Source: an optimization exercise on an open RTL-to-GDS flow (aim: small area, a short achievable clock period and few clock cycles per item). Production flows keep margins and buffers that such runs may drop.
RTL that was checked went through simulation tests only; none was proved equivalent to the original.
No activity file was given, so power comes from the tool's default toggle rates.

## job 101
## fce_tx
module fce_tx (
    input  wire        clk,
    input  wire        rst,
    input  wire        reg_wr,
    input  wire [4:0]  reg_addr,
    input  wire [31:0] reg_wdata,
    output reg  [31:0] reg_rdata,
    output wire        busy,
    output reg         mem_en,
    output reg  [3:0]  mem_we,
    output reg  [9:0]  mem_addr,
    output reg  [31:0] mem_wdata,
    input  wire [31:0] mem_rdata
);
Size in the first run: roughly 500 flip-flops, about 150 I/O pins, ~0.033 mm2 of cells after synthesis.
export LEC_CHECK = 0
export CAP_MARGIN = 10
export CORE_MARGIN = 2
export CORE_UTILIZATION = 45
export PLACE_DENSITY = 0.6
export SETUP_SLACK_MARGIN = 2.4
export SLEW_MARGIN = 10
create_clock -name core_clock -period 6.5 [get_ports {clk}]
run.sh (not shown) runs the stock make flow with config.mk's settings and CLKGATE_MAP_FILE= SYNTH_SCRIPT=/design/flow/synth_recipe.tcl, a recipe that flattens the netlist after the stock synthesis.
Testbench counts of job 101, summed over its fixed seeds: cycles 40,519, commands 908.
Edits applied to the flow inputs when going from job 101 to job 102:
- a change of CAP_MARGIN from 10 to 20
- a change of SLEW_MARGIN from 10 to 20
- an added ABC_AREA of 1
## What came out
- Job 102 against job 101: total power has increased, routed wire length shows an increase of about 0.8%, area taken by flip-flops and latches flat, tap cell instance count higher.
- Of job 102 and job 101, the higher vertical extent of the die belongs to job 102.
- Going from job 101 to job 102, met3 track demand over resource in global routing went up, clock-cell share of area held, maximum VDD drop grew by 30%.
- Diff job 101 -> job 102: post-synthesis to final-layout area growth increased 1.6 points; first-pass detailed-route iteration total fell 3.
- Comparing the two runs side by side, job 102 comes out behind job 101 on wire length of the first global-routing pass.

alpha:
fce_tx, a different RTL version from the one above (not shown whole).
Size in the first run: ~4600 cells after synthesis.
clock: 6.5 ns
lec_check: 0
cap_margin: 20
core_margin: 2
core_utilization: 45
place_density: 0.6
setup_slack_margin: 2.4
slew_margin: 20
The following lists how beta was set up differently from alpha:
- a change of CORE_UTILIZATION from 45 to 40
- a change of PLACE_DENSITY from 0.6 to 0.55
- a change of SETUP_SLACK_MARGIN from 2.4 to 3.0
Notes after the runs:
beta ended with more wire length of the first global-routing pass than alpha. Compared with alpha, in beta utilization -0.53 points, delay of the slowest cell on the worst path -220 ps, die boundary height +17 um. From alpha to beta the numbers moved as follows: die area picked up an extra about 12%, worst endpoint required time went up by 60 ps.
Here is what was changed in the inputs of gamma compared with beta.
- an added TNS_END_PERCENT of 10
- a change of CORE_UTILIZATION from 40 to 45
- a change of PLACE_DENSITY from 0.55 to 0.6
- a change of SETUP_SLACK_MARGIN from 3.0 to 2.4
==> comparison <==
- gamma vs beta — power dissipated by switching net loads dropped by a few percent
- Sort beta and gamma by critical path depth, ascending, and gamma comes first.
- When gamma is measured against beta, its power density over the cells turns out 16 mW/mm^2 higher.
- Width of the die in gamma vs beta: down 17 um
- Measured against each other, beta and gamma differ in placed cell count, the lower figure coming from gamma.
- The run showing the smaller area used by multi-input combinational logic is gamma.
- For the minimum hold slack, gamma came in 3.9 ps higher than beta did.
- Of beta and gamma, the run reporting the higher met2 usage in global routing was gamma.
- Final design utilization on gamma is down relative to beta.
- For the detailed-routing wirelength on met1, gamma came in 10% lower than beta did.
- Between gamma and beta, it is gamma whose non-clock buffer count is lower, by 37%.
No functional check of the RTL was part of any run of this note.

fce_tx, a different RTL version from the one above (not shown whole).
Size in the first run: about 4200 cells after synthesis, about 490 flip-flops, about 150 I/O pins, roughly 0.033 sq mm of cells after synthesis.
Settings: LEC_CHECK=0, CAP_MARGIN=20, CORE_MARGIN=2, CORE_UTILIZATION=45, PLACE_DENSITY=0.6, SETUP_SLACK_MARGIN=2.8, SLEW_MARGIN=20; clock period 6.5 ns.
The baseline finished clean.
==> next run, changes <==
--- a/flow/config.mk
+++ b/flow/config.mk
@@ -12 +12 @@
-export SETUP_SLACK_MARGIN = 2.8
+export SETUP_SLACK_MARGIN = 2.4
=> Wire length falls by a few percent; final area falls by a few percent; flip-flop and latch count stays the same; non-clock buffer count falls by 80; sequential power is about the same; global-route usage falls by 2.0 points; power rises slightly; register-to-register slack is worse by 0.08 ns; core utilization falls by 2.2 points; setup slack is worse by 0.15 ns.
No functional check of the RTL was part of any run of this note.

Setup of north:
RTL: one of the versions met above, not the one the previous note started from.
Size in the first run: about 4300 cells after synthesis, roughly 150 I/O pins, roughly 0.033 mm² of cells after synthesis.
make LEC_CHECK=0 CAP_MARGIN=20 CORE_MARGIN=2 CORE_UTILIZATION=45 PLACE_DENSITY=0.6 SETUP_SLACK_MARGIN=2.4 SLEW_MARGIN=20 finish   # period 6.5 ns
Testbench counts of north, summed over its fixed seeds: cycles 40,519, commands 908.
Edits applied to the flow inputs when going from north to south:
# north
export LEC_CHECK = 0
export CAP_MARGIN = 20
export CORE_MARGIN = 2
export CORE_UTILIZATION = 45
export PLACE_DENSITY = 0.6
export SETUP_SLACK_MARGIN = 2.4
export SLEW_MARGIN = 20
create_clock -name core_clock -period 6.5 [get_ports {clk}]
# south
export LEC_CHECK = 0
export ABC_AREA = 1
export CAP_MARGIN = 20
export CORE_MARGIN = 2
export CORE_UTILIZATION = 45
export PLACE_DENSITY = 0.6
export SETUP_SLACK_MARGIN = 2.0
export SLEW_MARGIN = 20
create_clock -name core_clock -period 6.5 [get_ports {clk}]
==> comparison <==
- north → south: mean post-synth cell area down 0.98 µm², count of cells along the worst register-to-register path up 3, required time reported for the critical path endpoint down 1820 ps, wire length on met2 down 1.5%, power density normalized to cell area up about 50%.
- north → south: global routing usage on met1 moved down; switching power total moved up; total power moved up; utilization moved down.
- Sort north and south by via density per instance asc -> top: south
- Of north and south, the higher critical path depth belongs to north.
Input changes introduced in east (baseline for comparison: south):
# south
export LEC_CHECK = 0
export ABC_AREA = 1
export CAP_MARGIN = 20
export CORE_MARGIN = 2
export CORE_UTILIZATION = 45
export PLACE_DENSITY = 0.6
export SETUP_SLACK_MARGIN = 2.0
export SLEW_MARGIN = 20
create_clock -name core_clock -period 6.5 [get_ports {clk}]
# east
export LEC_CHECK = 0
export ABC_AREA = 1
export CAP_MARGIN = 20
export CORE_MARGIN = 2
export CORE_UTILIZATION = 45
export PLACE_DENSITY = 0.6
export SETUP_SLACK_MARGIN = 2.6
export SLEW_MARGIN = 20
create_clock -name core_clock -period 6.5 [get_ports {clk}]
--- outcome ---
- Slowest cell on the critical path = clkdlybuf4s50_1: south; slowest cell on the critical path = a221oi_4: east
- east vs. south: number of pins exceeding their max-slew limit in the final report held; number of non-clock buffers in the layout has increased; synthesis-to-finish area growth picked up an extra 12 points; number of cells on the critical path moved up; final core area utilization increased by 5.4 points relative to the old numbers.
- Looking at smallest setup slack after layout across south and east, the one that comes out lower is south.
- The worst setup path startpoint comes out reg_addr[0] in one run and reg_wdata[20] in the other, namely in east and south respectively.
For west, these inputs were changed with respect to east:
# east
export LEC_CHECK = 0
export ABC_AREA = 1
export CAP_MARGIN = 20
export CORE_MARGIN = 2
export CORE_UTILIZATION = 45
export PLACE_DENSITY = 0.6
export SETUP_SLACK_MARGIN = 2.6
export SLEW_MARGIN = 20
create_clock -name core_clock -period 6.5 [get_ports {clk}]
# west
export LEC_CHECK = 0
export CAP_MARGIN = 20
export CORE_MARGIN = 2
export CORE_UTILIZATION = 45
export PLACE_DENSITY = 0.6
export SETUP_SLACK_MARGIN = 2.3
export SLEW_MARGIN = 20
create_clock -name core_clock -period 6.5 [get_ports {clk}]
[summary]
west: wire length of the first global-routing pass lower than east. west vs east: count of standard-cell rows down in west. Height of the chip (west vs. east) decreases slightly. west vs. east: sequential share of layout area went up by 1.4 points; number of antenna violations at the first check in global routing higher; count of different cell masters after synthesis grew by 42%; proportion of cell area occupied by multi-input gates saw an increase.
[inputs] middle vs west
# west
export LEC_CHECK = 0
export CAP_MARGIN = 20
export CORE_MARGIN = 2
export CORE_UTILIZATION = 45
export PLACE_DENSITY = 0.6
export SETUP_SLACK_MARGIN = 2.3
export SLEW_MARGIN = 20
create_clock -name core_clock -period 6.5 [get_ports {clk}]
# middle
export LEC_CHECK = 0
export ABC_AREA = 1
export CAP_MARGIN = 20
export CORE_MARGIN = 2
export CORE_UTILIZATION = 45
export PLACE_DENSITY = 0.6
export SETUP_SLACK_MARGIN = 2.2
export SLEW_MARGIN = 20
create_clock -name core_clock -period 6.5 [get_ports {clk}]
## What came out
- The lower core utilization came out of middle.
- Fraction of the mapped netlist area in compound gates on middle is down relative to west.
- Per the comparison of middle with west, final cell count now larger, worst reg-to-reg path cell count now larger.

## the reference run
Another version of the RTL of fce_tx (not shown whole).
Size: ~4700 cells after synthesis, ~560 flip-flops, roughly 150 I/O pins, ~0.037 mm2 of cells after synthesis.
==> flow/config.mk <==
export PLATFORM = sky130hd
export DESIGN_NAME = fce_tx
export DESIGN_NICKNAME = fce_tx
export VERILOG_FILES = /design/flow/design.v
export SDC_FILE = /design/flow/constraint.sdc
export NUM_CORES = 4
export LEC_CHECK = 0
export CAP_MARGIN = 20
export CORE_MARGIN = 2
export CORE_UTILIZATION = 45
export PLACE_DENSITY = 0.6
export SETUP_SLACK_MARGIN = 2.4
export SLEW_MARGIN = 20
==> flow/constraint.sdc <==
create_clock -name core_clock -period 6.5 [get_ports {clk}]
set_input_delay 1.3000 -clock core_clock [delete_from_list [all_inputs] [get_ports {clk}]]
set_output_delay 1.3000 -clock core_clock [all_outputs]
set_load 0.01 [all_outputs]
No stage failed in the reference run, and the final checks on the layout all came back clean.
Testbench counts of the reference run, summed over its fixed seeds: cycles 40,687, commands 908.
[inputs] the trial run vs the reference run
- clearing SETUP_SLACK_MARGIN, which used to be 2.4
### Flow results
- First-pass GRT wire length delta (the trial run − the reference run): favourable
- Maximum clock skew at final layout for the trial run: 0.0080 ns up relative to the reference run
- Vias: the trial run below the reference run

separate check: timing with driven ports:
Ports are ideal in the flow. The routed layouts listed here were re-timed in OpenROAD.
Step 1 assumes that a clkbuf_16 drives the clock port and a buf_2 every other input.
Step 2 also shifts input and output timing later by t, the mid clock arrival at the registers, as if the neighbouring blocks saw the same clock.
Three values: no drivers, after step 1, after step 2; two values: the first two.
run	shift t [ns]	setup WS [ns]	latest minus earliest clock arrival (ns)	worst data-port slew with drivers (ns)	cell pins on the clock port's net
job 101	0.734	1.790 / 1.798 / 1.097	0.027 / 0.027	0.11	1
job 102	0.718	2.144 / 2.097 / 1.487	0.023 / 0.022	0.07	1
alpha	0.725	1.947 / 1.947 / 1.322	0.028 / 0.028	0.07	1
beta	0.784	1.875 / 1.822 / 1.293	0.036 / 0.035	0.07	1
gamma	0.728	1.780 / 1.717 / 1.234	0.029 / 0.029	0.06	1
the first run of note 3	0.720	1.672 / 1.600 / 1.124	0.033 / 0.032	0.07	1
the second run of note 3	0.722	1.523 / 1.450 / 1.070	0.031 / 0.031	0.09	1
north	0.739	1.795 / 1.797 / 1.107	0.024 / 0.024	0.12	1
south	0.742	1.936 / 1.913 / 1.312	0.055 / 0.055	0.10	1
east	0.744	2.051 / 1.987 / 1.357	0.039 / 0.039	0.09	1
west	0.722	1.845 / 1.827 / 1.173	0.047 / 0.047	0.07	1
middle	0.732	2.009 / 2.043 / 1.311	0.043 / 0.043	0.11	1
the reference run	0.708	2.103 / 2.039 / 1.636	0.030 / 0.030	0.10	1
the trial run	0.699	0.665 / 0.635 / 0.276	0.037 / 0.038	0.07	1
After both steps every run listed still meets setup and hold. The setup slack of middle, which loses most, moves by +0.034 ns with the drivers and by -0.698 ns with both steps.
